This design comes from an exercise in tuning for a short achievable clock period and few clock cycles per item on the open sky130 flow, not from production work.
In this exercise RTL edits were held to simulation tests only and were not proved equivalent to the original.
Power and IR drop assume default switching activity.

==> flow/config.mk <==
export PLATFORM = sky130hd
export DESIGN_NAME = fps_top
export DESIGN_NICKNAME = fps_top
export VERILOG_FILES = /design/flow/design.v
export SDC_FILE = /design/flow/constraint.sdc
export NUM_CORES = 4
export LEC_CHECK = 0
export CAP_MARGIN = 20
export CORE_MARGIN = 2
export CORE_UTILIZATION = 40
export PLACE_DENSITY = 0.6
export SLEW_MARGIN = 20
==> flow/run.sh <==
#!/bin/bash
# synth_recipe.tcl (not shown) runs the flow's synth.tcl, then flattens the netlist and writes it again
# the make line also repeats each setting of config.mk as NAME=value (left out here)
make -C /OpenROAD-flow-scripts/flow DESIGN_CONFIG=/design/flow/config.mk WORK_HOME=/design/flow/orfs CLKGATE_MAP_FILE= SYNTH_SCRIPT=/design/flow/synth_recipe.tcl finish
==> flow/constraint.sdc <==
create_clock -name core_clock -period 8.0 [get_ports {clk}]
set_input_delay 1.6000 -clock core_clock [delete_from_list [all_inputs] [get_ports {clk}]]
set_output_delay 1.6000 -clock core_clock [all_outputs]
set_load 0.01 [all_outputs]
==> flow/design.v <==
module fps_top (
    input             clk,
    input             rst,           
    input             reg_we,
    input      [4:0]  reg_addr,
    input      [31:0] reg_wdata,
    output reg [31:0] reg_rdata,
    output     [8:0]  ibuf_addr,
    input      [7:0]  ibuf_rdata,
    output            obuf_we,
    output     [8:0]  obuf_addr,
    output     [7:0]  obuf_wdata,
    output            fdesc_we,
    output     [7:0]  fdesc_addr,
    output     [31:0] fdesc_wdata,
    output            irq
);
    localparam [3:0] R_OK = 4'd1, R_NOT_FOUND = 4'd2, R_INCOMPLETE = 4'd3,
                     R_ENC_ERR = 4'd4, R_MALFORMED = 4'd5, R_BAD_OP = 4'd6,
                     R_BAD_RANGE = 4'd7;
    reg        irq_en;
    reg [3:0]  op;
    reg [15:0] in_off, in_len;
    reg [7:0]  arg;
    reg        busy, done, chk_ok;
    reg [3:0]  result;
    reg [8:0]  out_len;        
    reg [7:0]  chk_result;
    reg [23:0] rsp_hdr;
    reg [15:0] rsp_chk;
    reg [8:0]  rsp_offset;     
    reg [7:0]  frame_count;    
    reg [9:0]  ext_cursor;     
    reg [7:0]  telem;
    reg [15:0] an [0:7];
    reg        first;          
    reg        early;          
    reg [3:0]  early_code;
    reg        m_chk, m_enc, m_rsp, m_ext, m_df;    
    reg [8:0]  ra;             
    reg [9:0]  pidx;           
    reg [9:0]  cand;           
    reg [9:0]  rem;            
    reg [7:0]  acc;            
    reg [7:0]  arg_l, len8;
    reg [8:0]  len4;           
    reg        epay, ehdr;
    reg [2:0]  hcnt;
    reg        rs, rh1, rh2, rh3, rpay, rchk;
    reg        prev;           
    reg [7:0]  h_status, h_cmd, h_len, pc;
    reg [9:0]  thr;           
    reg        thr_neg;
    reg        eph;            
    reg [9:0]  mark;
    reg        dbad;
    reg [8:0]  oaddr;
    wire [7:0] b    = ibuf_rdata;
    wire       last = (rem == 10'd1);
    wire       start_wr = reg_we && reg_addr == 5'd0 && reg_wdata[0] && !busy;
    wire [15:0] in_off_next = (reg_we && reg_addr == 5'd2) ? reg_wdata[15:0] : in_off;
    assign ibuf_addr = ra;
    assign irq = done & irq_en;
    always @(*) begin
        case (reg_addr)
            5'd0:  reg_rdata = {24'd0, op, 2'b00, irq_en, 1'b0};
            5'd1:  reg_rdata = {23'd0, chk_ok, result, 2'b00, done, busy};
            5'd2:  reg_rdata = {16'd0, in_off};
            5'd3:  reg_rdata = {16'd0, in_len};
            5'd4:  reg_rdata = {24'd0, arg};
            5'd5:  reg_rdata = {23'd0, out_len};
            5'd6:  reg_rdata = {24'd0, chk_result};
            5'd7:  reg_rdata = {8'd0, rsp_hdr};
            5'd8:  reg_rdata = {16'd0, rsp_chk};
            5'd9:  reg_rdata = {23'd0, rsp_offset};
            5'd10: reg_rdata = {24'd0, frame_count};
            5'd11: reg_rdata = {22'd0, ext_cursor};
            5'd12: reg_rdata = {24'd0, telem};
            5'd16: reg_rdata = {16'd0, an[0]};
            5'd17: reg_rdata = {16'd0, an[1]};
            5'd18: reg_rdata = {16'd0, an[2]};
            5'd19: reg_rdata = {16'd0, an[3]};
            5'd20: reg_rdata = {16'd0, an[4]};
            5'd21: reg_rdata = {16'd0, an[5]};
            5'd22: reg_rdata = {16'd0, an[6]};
            5'd23: reg_rdata = {16'd0, an[7]};
            default: reg_rdata = 32'd0;
        endcase
    end
    reg [7:0] hdr_byte;
    always @(*) begin
        case (hcnt)
            3'd0:    hdr_byte = 8'h55;
            3'd1:    hdr_byte = 8'hAA;
            3'd2:    hdr_byte = arg_l;
            3'd3:    hdr_byte = len8;
            default: hdr_byte = acc;
        endcase
    end
    assign obuf_we     = epay | ehdr | rpay;
    assign obuf_addr   = oaddr;
    assign obuf_wdata  = ehdr ? hdr_byte : b;
    assign fdesc_we    = m_ext & eph & (b == 8'h7C);
    assign fdesc_addr  = frame_count;
    assign fdesc_wdata = {6'd0, pidx, 6'd0, mark};
    wire [3:0]  wop = reg_wdata[7:4];
    wire [16:0] endp = {1'b0, in_off} + {1'b0, in_len};
    wire        bad_range = endp > 17'd512;
    wire        len_zero = in_len == 16'd0;
    reg  [3:0]  code0;
    always @(*) begin
        if (wop > 4'd4)                          code0 = R_BAD_OP;
        else if (bad_range)                      code0 = R_BAD_RANGE;
        else if (wop == 4'd0 && len_zero)        code0 = R_OK;
        else if (wop == 4'd1 && in_len > 16'd255) code0 = R_ENC_ERR;
        else if (wop == 4'd2 && len_zero)        code0 = R_NOT_FOUND;
        else if (wop == 4'd3 && len_zero)        code0 = R_OK;
        else if (wop == 4'd4 && in_len != 16'd20) code0 = R_MALFORMED;
        else                                     code0 = 4'd0;
    end
    wire go = (code0 == 4'd0);
    task finish(input [3:0] code);
        begin
            busy   <= 1'b0;
            done   <= 1'b1;
            result <= code;
            m_chk <= 1'b0; m_enc <= 1'b0; m_rsp <= 1'b0; m_ext <= 1'b0; m_df <= 1'b0;
            epay <= 1'b0; ehdr <= 1'b0;
            rs <= 1'b0; rh1 <= 1'b0; rh2 <= 1'b0; rh3 <= 1'b0; rpay <= 1'b0; rchk <= 1'b0;
            ra <= in_off_next[8:0];
        end
    endtask
    integer i;
    always @(posedge clk) begin
        if (rst) begin
            irq_en <= 1'b0; op <= 4'd0; in_off <= 16'd0; in_len <= 16'd0; arg <= 8'd0;
            busy <= 1'b0; done <= 1'b0; chk_ok <= 1'b0; result <= 4'd0;
            out_len <= 9'd0; chk_result <= 8'd0; rsp_hdr <= 24'd0; rsp_chk <= 16'd0;
            rsp_offset <= 9'd0; frame_count <= 8'd0; ext_cursor <= 10'd0; telem <= 8'd0;
            for (i = 0; i < 8; i = i + 1) an[i] <= 16'd0;
            first <= 1'b0; early <= 1'b0;
            m_chk <= 1'b0; m_enc <= 1'b0; m_rsp <= 1'b0; m_ext <= 1'b0; m_df <= 1'b0;
            epay <= 1'b0; ehdr <= 1'b0;
            rs <= 1'b0; rh1 <= 1'b0; rh2 <= 1'b0; rh3 <= 1'b0; rpay <= 1'b0; rchk <= 1'b0;
            ra <= 9'd0;
        end else begin
            if (reg_we) begin
                case (reg_addr)
                    5'd0: begin irq_en <= reg_wdata[1]; op <= reg_wdata[7:4]; end
                    5'd1: if (reg_wdata[1]) done <= 1'b0;
                    5'd2: in_off <= reg_wdata[15:0];
                    5'd3: in_len <= reg_wdata[15:0];
                    5'd4: arg <= reg_wdata[7:0];
                    default: ;
                endcase
            end
            first <= 1'b0;
            cand  <= pidx;
            if (!busy) begin
                ra <= in_off_next[8:0];
                if (start_wr) begin
                    busy  <= 1'b1;
                    done  <= 1'b0;
                    first <= 1'b1;
                    early <= !go;
                    early_code <= code0;
                    m_chk <= go && wop == 4'd0;
                    m_enc <= go && wop == 4'd1;
                    m_rsp <= go && wop == 4'd2;
                    m_ext <= go && wop == 4'd3;
                    m_df  <= go && wop == 4'd4;
                    epay  <= go && wop == 4'd1 && !len_zero;
                    ehdr  <= go && wop == 4'd1 && len_zero;
                    rs    <= go && wop == 4'd2;
                    oaddr <= (wop == 4'd1 && !len_zero) ? 9'd4 : 9'd0;
                    hcnt  <= 3'd0;
                    ra    <= in_off[8:0] + 9'd1;
                    pidx  <= 10'd0;
                    rem   <= in_len[9:0];
                    acc   <= (wop == 4'd1) ? (arg ^ in_len[7:0]) : 8'd0;
                    arg_l <= arg;
                    len8  <= in_len[7:0];
                    len4  <= in_len[8:0] + 9'd4;
                    prev  <= 1'b0;
                    eph   <= 1'b0;
                    dbad  <= 1'b0;
                end
            end else begin
                ra   <= ra + 9'd1;
                pidx <= pidx + 10'd1;
                rem  <= rem - 10'd1;
                if (first) begin
                    chk_ok <= 1'b0; out_len <= 9'd0; chk_result <= 8'd0; rsp_hdr <= 24'd0;
                    rsp_chk <= 16'd0; rsp_offset <= 9'd0; frame_count <= 8'd0;
                    ext_cursor <= 10'd0; telem <= 8'd0;
                    for (i = 0; i < 8; i = i + 1) an[i] <= 16'd0;
                end
                if (early)
                    finish(early_code);
                if (m_chk) begin
                    acc <= acc ^ b;
                    if (last) begin
                        chk_result <= acc ^ b;
                        finish(R_OK);
                    end
                end
                if (epay) begin
                    acc   <= acc ^ b;
                    oaddr <= oaddr + 9'd1;
                    if (last) begin
                        epay  <= 1'b0;
                        ehdr  <= 1'b1;
                        oaddr <= 9'd0;
                    end
                end
                if (ehdr) begin
                    hcnt  <= hcnt + 3'd1;
                    oaddr <= (hcnt == 3'd3) ? len4 : oaddr + 9'd1;
                    if (hcnt == 3'd4) begin
                        out_len    <= len4 + 9'd1;
                        chk_result <= acc;
                        finish(R_OK);
                    end
                end
                if (rs) begin
                    prev <= (b == 8'h55);
                    if (prev && b == 8'hAB) begin
                        rsp_offset <= cand[8:0];
                        if (rem < 10'd4)
                            finish(R_INCOMPLETE);
                        else begin
                            rs  <= 1'b0;
                            rh1 <= 1'b1;
                        end
                    end else if (last)
                        finish(R_NOT_FOUND);
                end
                if (rh1) begin
                    h_status <= b;
                    rh1 <= 1'b0; rh2 <= 1'b1;
                end
                if (rh2) begin
                    h_cmd <= b;
                    thr     <= rem - 10'd3;
                    thr_neg <= rem < 10'd3;
                    rh2 <= 1'b0; rh3 <= 1'b1;
                end
                if (rh3) begin
                    h_len <= b;
                    pc    <= b;
                    acc   <= h_status ^ h_cmd ^ b;
                    oaddr <= 9'd0;
                    rh3   <= 1'b0;
                    if (thr_neg || {2'b00, b} > thr)
                        finish(R_INCOMPLETE);
                    else if (b == 8'd0)
                        rchk <= 1'b1;
                    else
                        rpay <= 1'b1;
                end
                if (rpay) begin
                    acc   <= acc ^ b;
                    oaddr <= oaddr + 9'd1;
                    pc    <= pc - 8'd1;
                    if (pc == 8'd1) begin
                        rpay <= 1'b0;
                        rchk <= 1'b1;
                    end
                end
                if (rchk) begin
                    rsp_hdr <= {h_len, h_cmd, h_status};
                    rsp_chk <= {acc, b};
                    out_len <= {1'b0, h_len};
                    chk_ok  <= (acc == b);
                    finish(R_OK);
                end
                if (m_ext) begin
                    if (!eph) begin
                        if (prev && b == 8'h7B) begin
                            mark <= cand;
                            eph  <= 1'b1;
                            prev <= 1'b0;
                        end else
                            prev <= (b == 8'h7A);
                    end else if (b == 8'h7C) begin
                        frame_count <= frame_count + 8'd1;
                        ext_cursor  <= pidx + 10'd1;
                        eph         <= 1'b0;
                    end
                    if (last) finish(R_OK);
                end
                if (m_df) begin
                    if (dbad) begin
                        telem <= 8'd0;
                        for (i = 0; i < 8; i = i + 1) an[i] <= 16'd0;
                        finish(R_MALFORMED);
                    end else if ((pidx == 10'd0 && b != 8'h7A) || (pidx == 10'd1 && b != 8'h7B))
                        finish(R_MALFORMED);
                    else if (pidx == 10'd19) begin
                        if (b == 8'h7C) finish(R_OK);
                        else dbad <= 1'b1;
                    end else if (pidx >= 10'd2) begin
                        telem <= an[0][7:0];
                        for (i = 0; i < 8; i = i + 1) begin
                            an[i][7:0]  <= an[i][15:8];
                            an[i][15:8] <= (i == 7) ? b : an[i + 1][7:0];
                        end
                    end
                end
            end
        end
    end
endmodule
==> results by group, run 1 <==
Pwr
  • Clock power share: 49.1%
  • Leakage power: 9.696 nW
  • Combinational Power Share: 3.4%
  • Switching Fraction: 23.43%
  • Net Sw Power: 1.101 mW
  • Peak supply drop: 0.1484 mV
  • Register share of total power: 47.5%
  • Int Pwr: 3.598 mW
  • P per Cell Area: 178.1 nW/um^2

Min path
  • Startpoint of the worst hold path: cand[9]
  • Hold depth: 0
  • Hold Crit Class: register to register
  • WHS Endpoint: mark[9]

Route
  • Final ANT Viol Nets: 0
  • WL final: 86.79 mm
  • Drt initial violations: 3010
  • DRC viols: 0
  • Pre-Repair DR Iteration Count: 8
  • Vias post-DR: 22.57k
  • Vias per cell: 6.135
  • Routed length per instance: 23.59 um

Finish
  • Fin nets: 2972
  • Filler Cell Count: 5556
  • Multi-input logic area: 12260 sq um
  • Share of layout cells above drive strength 1: 5.870%
  • Sequential cell area: 9854 sq um
  • Area growth, synth to finish: 13.94%
  • Final cell count without fillers: 3679

Critical path
  • Worst R2R Path Depth: 9
  • Critical R2R Capture: early_code[2]
  • Startpoint Class: input port
  • FF-to-FF Start: in_len[7]
  • CP arrival: 5.22 ns
  • Register-to-register setup slack: 4.13 ns
  • Critical path required time: 6.40 ns
  • Max FO, Critical Path: 14
  • Critical path class: input port to output pin
  • Critical Path End Type: output pin

Timing
  • Clk_skew: 0.03250 ns
  • Setup TNS: 0 ns
  • Slew Viols, Final: 0
  • Period utilisation layout: 85.29%
  • F_max: 0.1466 GHz
  • Final setup fails: 0
  • Post-route minimum period: 6.823 ns
  • Worst-Margin Slew: 1.122 ns
  • RSZ-0062 raised after global routing: false
  • Slew Limit Headroom: 25.19%
  • Fin. Hold Viols: 0

GRT
  • First-pass GRT wire length: 129.8 mm
  • Global Route Usage Sum: 28.15%
  • Met3 Usage GRT: 6.124%
  • GR Util met2: 42.85%
  • Global route overflow: 0
  • Grt peak-use layer: met2
  • Met1 usage: 37.78%
  • Largest net degree at the start of global routing: 93
  • Number of global-route vias before repair: 21.04k
  • Initial antenna violation count: 2

Yosys
  • Ys Warns: 2
  • Number of library cell types mapped by synthesis: 87
  • Post-synth top area cell: dfxtp_1
  • Post-synthesis sequential area ratio: 42.54%
  • Synth Area per Inst: 8.014 sq um
  • #FFs+latches synth: 426
  • Ys flop type: dfxtp_1
  • Dominant cells by area after synthesis: dfxtp_1, edfxtp_1, nand2_1
  • Mapped cell area: 23150 sq um
  • Top cell type's share of synthesized area: 25.42%
  • Mapped Cells: 2889
  • Ys async rst share: 0%
  • Post-synth EDFFs: 132

Clock network
  • H-tree levels: 2
  • Resized cells post-CTS: 0
  • CTS sink cnt: 426
  • Worst-Skew Late Latency: 0.62 ns
  • Hold buffers post-CTS: 0
  • Clock Tree Root: clkbuf_16
  • Clock buffer depth: 3
  • Clock slew at reported path FFs: 0.06 ns
  • Inserted Clock Buffers: 48
  • CTS tree: yes
  • Post-CTS Setup Bufs: 0

Place
  • GPL Wtd Cong: 0.9790
  • Placed cells: 3590
  • DP HPWL: 59.42 mm
  • PortBufs: 112

Floorplan
  • Initial core utilization: 40.28%
  • Die area: 59820 sq um
  • Die W: 244.6 um
  • Die Y: 244.6 um
  • IO Pins: 149
  • Core Rows: 88
  • CORE AREA: 57480 sq um

Run
  • Max-cap viol count: 0

Outcome
  • Outcome: no timing/DRC/antenna violations
## per-stage QoR
step	instance area (sq um)	worst slack, ns	hold WS [ns]	utilization [%]	power [mW]
final	26380	1.177	0.4241	45.90	4.699
after global routing	26380	1.084	0.4418	45.89	4.813
after CTS	26320	1.342	0.4244	45.79	4.717
after detailed placement	24690	1.345	0.4105	42.96	2.436
after global placement	24690	1.381	0.4006	42.96	2.434
after floorplan	23220	3.191	0.4003	-	2.371
## layout by cell type, fill, tap and decap left out, types with 42 or more instances in the layout
cell	Yosys	layout
o21ai_0	295	295
clkbuf_16	0	50
clkdlybuf4s50_1	0	111
inv_1	44	42
nand2_1	528	528
dfxtp_1	294	292
a22oi_1	135	135
edfxtp_1	132	132
buf_4	21	42
nor2_1	247	241
nand3_1	71	71
a21oi_1	363	363
xnor2_1	69	69
ha_1	46	46
## metal layers
metal | vias up | part of all wire (%) | wire length, um
met5 | - | 0 | 0
met3 | 247 | 9.7 | 8453
met2 | 1146 | 44 | 38110
met4 | 0 | 5.3 | 4574
met1 | 10858 | 41 | 35660
li1 | 10318 | - | -
## flip-flops by register name, indices dropped and copies added (netlist names), 9 cells and up
name,flops
an,128
cand,10
ext_cursor,10
in_len,16
in_off,16
len4,9
mark,10
oaddr,9
out_len,9
pidx,10
ra,9
rem,10
rsp_chk,16
rsp_hdr,24
rsp_offset,9
thr,10
## critical path, cell delays in order
cell and delay [ns]:
clkdlybuf4s50_1 0.96, inv_1 0.17, or3_1 0.45, nor2_1 0.74, a22oi_1 0.23, nand4_1 0.18
nor2_1 0.06, nand4_1 0.22, clkdlybuf4s50_1 0.61
## cell usage after synthesis, types with 8 or more instances
cell,count
nand2_1,528
a21oi_1,363
o21ai_0,295
dfxtp_1,294
nor2_1,247
clkbuf_1,195
a22oi_1,135
edfxtp_1,132
nand3_1,71
xnor2_1,69
ha_1,46
inv_1,44
a22o_1,38
a221oi_1,36
and2_1,30
nor3_1,27
xor2_1,27
nand4_1,26
mux2i_1,25
buf_4,21
and3_1,19
nor4_1,15
o211ai_1,15
buf_2,13
a31oi_1,12
nor2b_1,12
nand2b_1,10
o22ai_1,9
a222oi_1,8
o311ai_0,8
## worst max-delay path by stage
stage                      startpoint  cells past startpoint             to  slack, ns
after floorplan           reg_addr[2]                      7  reg_rdata[15]       3.19
after global placement    reg_addr[0]                      9   reg_rdata[7]       1.38
after detailed placement  reg_addr[0]                      9   reg_rdata[7]       1.35
after CTS                 reg_addr[0]                      9   reg_rdata[7]       1.34
after global routing      reg_addr[0]                      9   reg_rdata[7]       1.08
final                     reg_addr[0]                      9   reg_rdata[7]       1.18
## final cells by class
cell class | count | area share (%)
Antenna cell | 1 | 0.009486
Clock buffer | 64 | 5.284
Clock inverter | 22 | 0.8869
Inverter | 45 | 0.6498
Multi-Input combinational cell | 2199 | 46.47
Sequential cell | 426 | 37.36
Tap cell | 765 | 3.628
Timing Repair Buffer | 157 | 5.715
## power by group through the flow
stage               Sequential [mW]  Clock, mW  Combinational [mW]
floorplan                      2.27          0              0.0970
finish                         2.23       2.31               0.161
global route                   2.23       2.41               0.171
global placement               2.28          0               0.154
detailed placement             2.28          0               0.156
CTS                            2.23       2.33               0.157
## cell families after synthesis
group,share of synthesized area (%)
fa+ha+maj,2.572
xor+xnor,3.702
other cells,0.01620
flops,42.54
buf+inv,5.096
mux,1.275
compound gates,25.56
simple gates,19.23
Testbench counts, summed over its fixed seeds: cycles 34,775, ops 423.
==> run 2, diff against run 1 <==
--- a/flow/config.mk
+++ b/flow/config.mk
@@ -5,8 +5,11 @@
 export SDC_FILE = /design/flow/constraint.sdc
 export NUM_CORES = 4
 export LEC_CHECK = 0
+export ABC_CLOCK_PERIOD_IN_PS = 4000
 export CAP_MARGIN = 20
 export CORE_MARGIN = 2
 export CORE_UTILIZATION = 40
 export PLACE_DENSITY = 0.6
+export SETUP_SLACK_MARGIN = 4.0
 export SLEW_MARGIN = 20
+export TNS_END_PERCENT = 100
==> results by group, run 2 <==
Outcome
  • Outcome: no timing/DRC/antenna violations

Critical path
  • Worst R2R Path Depth: 9
  • Max FO, Critical Path: 6
  • Crit path depth: 10
  • Critical path required time: 6.40 ns
  • CP bufs+invs: 4
  • CP max stage delay: 0.32 ns
  • Critical Path End Type: output pin
  • Critical path class: input port to output pin
  • CP arrival: 3.33 ns
  • Startpoint Class: input port
  • Top delay family on crit path: simple AND/OR/NAND/NOR gates
  • CP max stage cell: nor3_4
  • CP Cell Sequence: buf_12 > or2_4 > buf_6 > nor3_4 > buf_6 > a22oi_2 > nand4_1 > nor2_1 > nand4_1 > buf_2

Yosys
  • Dominant cells by area after synthesis: dfxtp_1, edfxtp_1, nand2_1
  • Top cell type's share of synthesized area: 25.42%
  • Ys Warns: 2
  • #FFs+latches synth: 426
  • Mapped Cells: 2889
  • Mapped cell area: 23150 sq um
  • Synth Area per Inst: 8.014 sq um
  • Count leader, synth: nand2_1
  • Post-synthesis sequential area ratio: 42.54%
  • Post-synth EDFFs: 132
  • Post-synth top area cell: dfxtp_1
  • Ys flop type: dfxtp_1
  • Top post-synthesis cells by count: nand2_1, a21oi_1, o21ai_0
  • Number of library cell types mapped by synthesis: 87
  • Ys async rst share: 0%

Pwr
  • Power Total: 4.856 mW
  • Peak supply drop: 0.1452 mV
  • P per Cell Area: 168.7 nW/um^2
  • Leakage power: 10.93 nW

Run
  • Max-cap viol count: 0

Floorplan
  • Die Y: 244.6 um
  • Die area: 59820 sq um
  • Die W: 244.6 um
  • IO Pins: 149
  • CORE AREA: 57480 sq um
  • Core Rows: 88
  • Initial core utilization: 40.28%

Finish
  • Area growth, synth to finish: 24.31%
  • Commonest non-fill, non-tap cell in the layout: nand2_1
  • Largest register FFs: 128
  • Share of layout cells above drive strength 1: 15.70%
  • Filler Cell Count: 5347
  • Fin nets: 3131
  • Most frequent cells in the layout: nand2_1, a21oi_1, o21ai_0
  • Final instance area: 28780 sq um
  • Largest regs: an x128, rsp_hdr x24
  • Most flops, register: an

Timing
  • Fin. Hold Viols: 0
  • Final setup fails: 0
  • Period utilisation layout: 61.58%
  • Final worst-path setup slack: 3.073 ns
  • Slew Limit Headroom: 26.08%
  • RSZ-0062 raised after global routing: true
  • Worst-Margin Slew: 1.108 ns
  • F_max: 0.2030 GHz
  • Slew Viols, Final: 0
  • Clk_skew: 0.02937 ns
  • Post-route minimum period: 4.927 ns
  • Setup TNS: 0 ns

GRT
  • Global route overflow: 0
  • Global Route Usage Sum: 29.91%
  • Number of global-route vias before repair: 22.02k
  • Largest net degree at the start of global routing: 120
  • First-pass GRT wire length: 137.2 mm
  • Initial antenna violation count: 3

Clock network
  • CTS sink cnt: 426
  • Clock Tree Root: clkbuf_16
  • Inserted Clock Buffers: 49
  • H-tree levels: 2
  • Clock slew at reported path FFs: 0.06 ns
  • Clock buffer depth: 3
  • Hold buffers post-CTS: 0
  • Worst-Skew Late Latency: 0.61 ns
  • CTS tree: yes

Route
  • Final ANT Viol Nets: 0
  • DRC viols: 0
  • Vias post-DR: 23.69k
  • WL final: 92.79 mm
  • Vias per cell: 6.159
  • Pre-Repair DR Iteration Count: 10
  • Drt initial violations: 2984
  • Routed length per instance: 24.13 um

Place
  • Area post-placement: 24800 sq um
  • DP HPWL: 58.88 mm
  • GPL Wtd Cong: 0.9643
  • PortBufs: 112
  • Post-place setup slack: 1.466 ns

Min path
  • Hold depth: 0
  • Hold Crit Class: register to register
[run 2: cell count changes in the layout (fill, tap and decap cells not counted), moves of 17 or more]
cell	previous run	this run
a221oi_1	36	6
a221oi_2	1	24
a22oi_1	135	115
a22oi_2	0	20
buf_12	2	23
buf_2	0	27
buf_4	42	118
buf_6	0	68
clkdlybuf4s50_1	111	64
nor2_1	241	224
nor2_4	4	24
[run 2: worst reg2reg max path, delay by kind of cell (launching register included)]
kind | cells | cell delay (ns)
AO/OA/AOI/OAI | 3 | 0.67
XOR/XNOR | 1 | 0.23
adder cells (fa/ha/maj) | 1 | 0.49
flip-flops | 1 | 0.95
AND/OR/NAND/NOR | 4 | 1.39
[run 2: kinds of logic (layout without fill, tap and decap cells)]
logic type	after synthesis	in the layout	share of synthesized area (%)
multiplexers	28	28	1.275
XOR/XNOR	97	97	3.702
AO/OA/AOI/OAI	982	982	25.56
flip-flops	426	426	42.54
other	1	25	0.01620
AND/OR/NAND/NOR	1025	1030	19.23
adder cells (fa/ha/maj)	47	47	2.572
buffers and inverters	283	446	5.096
[run 2: layout make-up]
type,count,area (sq um),share of cell area [%]
flip-flops and latches,426,9857,34.25
diodes,5,12.51,0.04347
clock inverters,21,262.8,0.9130
well taps,765,957.2,3.326
repair inverters,1,5.005,0.01739
clock buffers,70,1416,4.921
inverters,45,177.7,0.6173
repair buffers,309,3025,10.51
multi-input cells,2204,13070,45.40
[run 2: worst paths after layout]
path / slack (ns) / end / startpoint
setup reg to reg: 4.03 / early_code[2] / in_len[2]
hold reg to reg: 0.42 / mark[9] / cand[9]
setup / recovery: 3.07 / reg_rdata[7] / reg_addr[2]
hold / removal: 0.42 / mark[9] / cand[9]
[run 2: per-layer routing]
layer  wire length [um]  vias to the layer above  share of wire, %  GRT usage [%]
li1                   -                    10640                 -              -
met4               5080                        2               5.5          15.67
met3               9842                      295                11          7.024
met2              40510                     1421                44          45.50
met5                  9                        -            0.0097              0
met1              37350                    11331                40          39.39
[run 2: stage by stage]
step	instances	utilization [%]	hold slack [ns]
after floorplan	2908	-	0.4003
after global placement	3586	43.10	0.4035
after CTS	3813	49.20	0.4247
final	3846	50.07	0.4226
after detailed placement	3587	43.15	0.4110
after global routing	3841	50.05	0.4409
[run 2: what timing repair did]
action	4_1_cts	5_1_grt
pin swaps	77	37
setup endpoints to repair	267	230
resized for setup	386	57
cloned	5	3
buffers inserted	130	25
[run 2: power breakdown]
group	internal [mW]	switching [mW]
Clock	1.42	0.976
Sequential	2.22	0.00922
Combinational	0.0851	0.140

-- port drivers added, routing unchanged --
No port has a modelled driver above. Below, the same layouts with a new extraction and two added sets of constraints.
Step 1 sets driving cells, clkbuf_16 on the clock port and buf_2 on the other inputs (assumed; they add their load-dependent delay and slew).
Step 2 moves the port delays by t, midway between the first and last clock arrival at a register: inputs arrive t later, outputs are due t later. That takes back most of the time a late clock gives input paths.
Three values: ideal ports, drivers, drivers and shift; two values: the first two.
run | t (ns) | slack for setup (ns) | worst setup path after step 2 | clock arrival spread, ns | worst register clock-pin slew, ns
run 1 | 0.661 | 1.177 / 1.155 / 1.155 | input to output | 0.033 / 0.033 | 0.07 / 0.07
run 2 | 0.663 | 3.073 / 3.012 / 3.012 | input to output | 0.030 / 0.030 | 0.07 / 0.07
After both steps setup and hold are still met in every run listed. The setup slack of run 2, which loses most, moves by -0.061 ns with the drivers and by -0.061 ns with both steps.
